Background: an optimization exercise with open tools, aiming at small area. Do not read the settings as production practice. Power is estimated from default activity; no workload was simulated.

P:
==> flow/design.v <==
module i4004_dec (
    input  wire        clk,
    input  wire        rst,           
    input  wire [7:0]  prog_byte,     
    input  wire [3:0]  din,           
    input  wire        test,          
    output wire [11:0] fetch_addr,    
    output wire        opcode_next,   
    output reg         ev_valid,      
    output reg         ev_write,      
    output wire [2:0]  ev_kind,       
    output wire [2:0]  ev_bank,       
    output wire [7:0]  ev_data,       
    output reg  [3:0]  acc,
    output reg         cy,
    output wire        fault
);
    localparam PH_START = 3'b000;
    localparam PH_FAULT = 3'b001;
    localparam PH_FIM   = 3'b010;
    localparam PH_FIN   = 3'b011;
    localparam PH_JCN   = 3'b100;
    localparam PH_ISZ   = 3'b101;
    localparam PH_JUN   = 3'b110;
    localparam PH_JMS   = 3'b111;
    reg [2:0]  phase;
    reg [3:0]  stash;              
    reg [3:0]  ev_hi;              
    reg [11:0] pc;
    reg [3:0]  r [0:15];
    reg [11:0] stk [0:3];
    reg [7:0]  sp;                 
    reg [2:0]  bank;
    wire [3:0] opr = prog_byte[7:4];
    wire [3:0] opa = prog_byte[3:0];
    wire ph_start = (phase == PH_START);
    wire ph_pair  = (phase[2:1] == 2'b01);     
    wire ph_fin   = (phase == PH_FIN);
    wire ph_cond  = (phase[2:1] == 2'b10);     
    wire ph_far   = (phase[2:1] == 2'b11);     
    wire ph_jms   = (phase == PH_JMS);
    assign fault       = (phase == PH_FAULT);
    assign opcode_next = (phase[2:1] == 2'b00);
    assign fetch_addr  = {pc[11:8], ph_fin ? {r[0], r[1]} : pc[7:0]};
    wire [3:0] rd_e = r[{opa[3:1], 1'b0}];
    wire [3:0] rd_o = r[{opa[3:1], 1'b1}];
    wire [3:0] rd   = opa[0] ? rd_o : rd_e;
    wire illegal = (opr == 4'h0 && opa != 4'h0) || (prog_byte[7:1] == 7'b1111111);
    wire go      = ph_start && !illegal;
    wire i_jin   = (opr == 4'h3) &&  opa[0];
    wire i_src   = (opr == 4'h2) &&  opa[0];
    wire i_wr    = (opr == 4'hE) && !opa[3];
    wire i_incr  = (opr[3:1] == 3'b011);       
    wire i_xch   = (opr == 4'hB);
    wire i_bbl   = (opr == 4'hC);
    wire i_dcl   = (prog_byte == 8'hFD);
    wire sp_nz   = (sp != 8'd0);
    wire [1:0] sp_m1 = {sp[1] ~^ sp[0], !sp[0]};
    wire [11:0] stk_top = stk[sp_m1];
    function [11:0] inc12;
        input [11:0] x;
        input        ci;
        integer k;
        reg c;
        begin
            c = ci;
            for (k = 0; k < 12; k = k + 1) begin
                inc12[k] = x[k] ^ c;
                c = c & x[k];
            end
        end
    endfunction
    function [3:0] inc4;
        input [3:0] x;
        integer k;
        reg c;
        begin
            c = 1'b1;
            for (k = 0; k < 4; k = k + 1) begin
                inc4[k] = x[k] ^ c;
                c = c & x[k];
            end
        end
    endfunction
    function [7:0] updn8;
        input [7:0] x;
        input       up;
        integer k;
        reg c;
        begin
            c = 1'b1;
            for (k = 0; k < 8; k = k + 1) begin
                updn8[k] = x[k] ^ c;
                c = c & (x[k] ^ !up);
            end
        end
    endfunction
    function [4:0] add4;
        input [3:0] a;
        input [3:0] b;
        input       ci;
        integer k;
        reg c;
        begin
            c = ci;
            for (k = 0; k < 4; k = k + 1) begin
                add4[k] = a[k] ^ b[k] ^ c;
                c = (a[k] & b[k]) | (c & (a[k] ^ b[k]));
            end
            add4[4] = c;
        end
    endfunction
    reg [2:0] ph_nx;
    always @(*) begin
        ph_nx = PH_START;
        if (fault) ph_nx = PH_FAULT;
        else if (ph_start) begin
            if (illegal) ph_nx = PH_FAULT;
            else case (opr)
                4'h1: ph_nx = PH_JCN;
                4'h2: ph_nx = opa[0] ? PH_START : PH_FIM;
                4'h3: ph_nx = opa[0] ? PH_START : PH_FIN;
                4'h4: ph_nx = PH_JUN;
                4'h5: ph_nx = PH_JMS;
                4'h7: ph_nx = PH_ISZ;
                default: ph_nx = PH_START;
            endcase
        end
    end
    always @(posedge clk) begin
        if (rst) phase <= PH_START;
        else     phase <= ph_nx;
    end
    wire st_rd = !opr[3] && opr[1] && (opr[2] || (!opr[0] && opa[0]));
    always @(posedge clk) begin
        stash    <= st_rd ? rd : opa;
        ev_hi    <= rd_e;
        ev_write <= opr[3];
        ev_valid <= !rst && go && (i_src || i_wr);
    end
    assign ev_kind = ev_write ? stash[2:0] : 3'd0;
    assign ev_data = ev_write ? {4'd0, acc} : {ev_hi, stash};
    assign ev_bank = bank;
    wire isz_nz = (stash != 4'hF);
    wire jcn_take = ((stash[2] && acc == 4'd0) || (stash[1] && cy) || (stash[0] && !test)) ^ stash[3];
    wire take     = phase[0] ? isz_nz : jcn_take;
    wire hold = fault || ph_fin || (ph_start && illegal);
    wire [11:0] pci = inc12(pc, !hold);
    reg  [11:0] pc_nx;
    always @(*) begin
        pc_nx = pci;
        if (ph_start) begin
            if (i_jin)                pc_nx[7:0] = {rd_e, rd};
            else if (i_bbl && sp_nz)  pc_nx = stk_top;
        end else if (ph_cond) begin
            if (take)                 pc_nx[7:0] = prog_byte;
        end else if (ph_far) begin
            pc_nx = {stash, prog_byte};
        end
    end
    always @(posedge clk) begin
        if (rst) pc <= 12'd0;
        else     pc <= pc_nx;
    end
    always @(posedge clk) begin
        if (ph_jms) stk[sp[1:0]] <= pci;
    end
    always @(posedge clk) begin
        if (rst)                                        sp <= 8'd0;
        else if (ph_jms || (ph_start && i_bbl && sp_nz)) sp <= updn8(sp, ph_jms);
    end
    always @(posedge clk) begin
        if (rst)                   bank <= 3'd0;
        else if (ph_start && i_dcl) bank <= acc[2:0];
    end
    wire [3:0] wd_s = i_xch ? acc : inc4(rd);
    wire [3:0] wd_e = rst ? 4'd0 : ph_pair ? prog_byte[7:4] : wd_s;
    wire [3:0] wd_o = rst ? 4'd0 : ph_pair ? prog_byte[3:0] : wd_s;
    wire       w_s  = ph_start && (i_incr || i_xch);
    genvar gi;
    generate
        for (gi = 0; gi < 16; gi = gi + 1) begin : g_r
            wire we = rst ||
                      (ph_pair && stash[3:1] == gi[3:1]) ||
                      (w_s && opa == gi[3:0]);
            always @(posedge clk) begin
                if (we) r[gi] <= gi[0] ? wd_o : wd_e;
            end
        end
    endgenerate
    reg  [3:0] ab;
    reg        ac;
    always @(*) begin
        ab = 4'd0; ac = 1'b0;
        case (opr)
            4'h8: begin ab = rd;  ac = cy;  end
            4'h9: begin ab = ~rd; ac = !cy; end
            4'hE: begin
                if (opa[0]) begin ab = din; ac = cy; end    
                else        begin ab = ~din; ac = !cy; end  
            end
            default: begin                                   
                case (opa[1:0])
                    2'b10:   begin ab = 4'd0; ac = 1'b1; end   
                    2'b00:   begin ab = 4'hF; ac = 1'b0; end   
                    default: begin ab = 4'd6; ac = 1'b0; end   
                endcase
            end
        endcase
    end
    wire [4:0] sum = add4(acc, ab, ac);
    function [3:0] kbp;
        input [3:0] x;
        begin
            case (x)
                4'd0: kbp = 4'd0;
                4'd1: kbp = 4'd1;
                4'd2: kbp = 4'd2;
                4'd4: kbp = 4'd3;
                4'd8: kbp = 4'd4;
                default: kbp = 4'hF;
            endcase
        end
    endfunction
    reg [3:0] acc_nx;
    reg       cy_nx;
    always @(*) begin
        acc_nx = acc;
        cy_nx  = cy;
        if (go) begin
            case (opr)
                4'h8, 4'h9: begin acc_nx = sum[3:0]; cy_nx = sum[4]; end
                4'hA, 4'hB: acc_nx = rd;
                4'hC, 4'hD: acc_nx = opa;
                4'hE: begin
                    if (opa[3]) begin
                        if (opa[2:0] == 3'd0 || opa[2:0] == 3'd3) begin
                            acc_nx = sum[3:0]; cy_nx = sum[4];
                        end else acc_nx = din;
                    end
                end
                4'hF: begin
                    case (opa)
                        4'h0: begin acc_nx = 4'd0; cy_nx = 1'b0; end
                        4'h1: cy_nx = 1'b0;
                        4'h2: begin acc_nx = sum[3:0]; cy_nx = sum[4]; end
                        4'h3: cy_nx = !cy;
                        4'h4: acc_nx = ~acc;
                        4'h5: begin acc_nx = {acc[2:0], cy}; cy_nx = acc[3]; end
                        4'h6: begin acc_nx = {cy, acc[3:1]}; cy_nx = acc[0]; end
                        4'h7: begin acc_nx = {3'd0, cy}; cy_nx = 1'b0; end
                        4'h8: begin acc_nx = sum[3:0]; cy_nx = sum[4]; end
                        4'h9: begin acc_nx = cy ? 4'd10 : 4'd9; cy_nx = 1'b0; end
                        4'hA: cy_nx = 1'b1;
                        4'hB: begin
                            if (acc > 4'd9 || cy) begin
                                acc_nx = sum[3:0];
                                cy_nx  = cy | sum[4];
                            end
                        end
                        4'hC: acc_nx = kbp(acc);
                        default: ;
                    endcase
                end
                default: ;
            endcase
        end
    end
    always @(posedge clk) begin
        if (rst) begin
            acc <= 4'd0;
            cy  <= 1'b0;
        end else begin
            acc <= acc_nx;
            cy  <= cy_nx;
        end
    end
endmodule
export LEC_CHECK = 0
export CAP_MARGIN = 20
export CORE_MARGIN = 2
export CORE_UTILIZATION = 40
export CTS_BUF_LIST = sky130_fd_sc_hd__clkbuf_8
export CTS_CLUSTER_SIZE = 30
export SLEW_MARGIN = 20
create_clock -name core_clock -period 10.0 [get_ports {clk}]
run.sh (not shown) runs the stock make flow with config.mk's settings and CLKGATE_MAP_FILE= SYNTH_SCRIPT=/design/flow/synth_recipe.tcl, a recipe that flattens the netlist after the stock synthesis.
P | status: complete | timing, DRC, antenna: pass
Here is what was changed in the inputs of S compared with P.
==> flow/flow/run.sh (new file) <==
#!/bin/bash
# Own layout flow: the standard flow (standard.sh) with two changes:
#  * synthesis maps the logic with an area-oriented ABC script (abc_area.script,
#    used in place of ORFS's abc_speed.script); everything else in synthesis,
#    including the registers, is the standard synthesis;
#  * the port buffers that global placement inserts are sky130_fd_sc_hd__buf_1.
# Each step's full output goes to a log file in this folder (and ORFS's own
# logs under orfs/logs).
set -euo pipefail
W=$(pwd)
mkdir -p sdir
cp -r "$FLOW_HOME"/scripts/. sdir/
cp flow/abc_area.script sdir/abc_speed.script
SCRIPTS_DIR="$W/sdir" bash standard.sh synth > synth.log 2>&1
BUFFER_PORTS_ARGS="-buffer_cell sky130_fd_sc_hd__buf_1" bash standard.sh > layout.log 2>&1
==> flow/flow/abc_area.script (new file) <==
strash
dch -f
amap
==> flow/standard.sh (new file) <==
#!/bin/bash
# synth_recipe.tcl (not shown) runs the flow's synth.tcl, then flattens the netlist and writes it again
# the make line also repeats each setting of config.mk as NAME=value (left out here)
make -C /OpenROAD-flow-scripts/flow DESIGN_CONFIG=/design/flow/config.mk WORK_HOME=/design/flow/orfs CLKGATE_MAP_FILE= SYNTH_SCRIPT=/design/flow/synth_recipe.tcl "${@:-finish}"
--- a/flow/config.mk
+++ b/flow/config.mk
@@ -11,3 +11,2 @@
 export CTS_BUF_LIST = sky130_fd_sc_hd__clkbuf_8
-export CTS_CLUSTER_SIZE = 30
 export SLEW_MARGIN = 20
removed: flow/run.sh
Results
- S ends up with a sequential share of layout area that is 4.8 points higher than in P.
- [diff] number of vias after detailed routing, S relative to P: regression
- Share of power burned in the clock network for S: 1.2 points down relative to P
- There was hardly any difference in cell count between S and P.
- Delta(first-pass GRT wire length, S - P) < 0
- [compare] base=P new=S: post-route fraction of the period consumed by the critical path +1.8 points; minimum period implied by the final worst setup slack +0.18 ns.
- For P and S, there was not a single run that failed to finish clean.
- Compared to P, S leaves less free space in the core.
- Compared to P, the routing of S uses less wire.
No functional check of the RTL was part of any run of this note.

## re-timing with driven ports
How much do the figures lean on ideal ports? The routed layouts below were timed once more, with nothing changed but the port constraints.
Step 1 (the two cells are an assumption about what drives the block):
set clk [get_ports {clk}]
set_driving_cell -lib_cell sky130_fd_sc_hd__clkbuf_16 $clk
set_driving_cell -lib_cell sky130_fd_sc_hd__buf_2 [delete_from_list [all_inputs] $clk]
Step 2, shift: input delay + t, output delay - t, t = (earliest + latest rising clock arrival at the registers) / 2. This alone moves slack from input paths to output paths.
Slacks: no drivers / after step 1 / after step 2; pairs: no drivers / after step 1.
run	t, ns	setup WS [ns]	worst setup path at the end	cell pins on the clock port's net
P	0.506	3.160 / 3.176 / 2.670	input to register	1
S	0.493	2.984 / 2.999 / 2.505	input to register	1
After both steps every run listed still meets setup and hold. For P, which loses most, drivers alone change the setup slack by +0.016 ns; drivers and shift together by -0.490 ns.
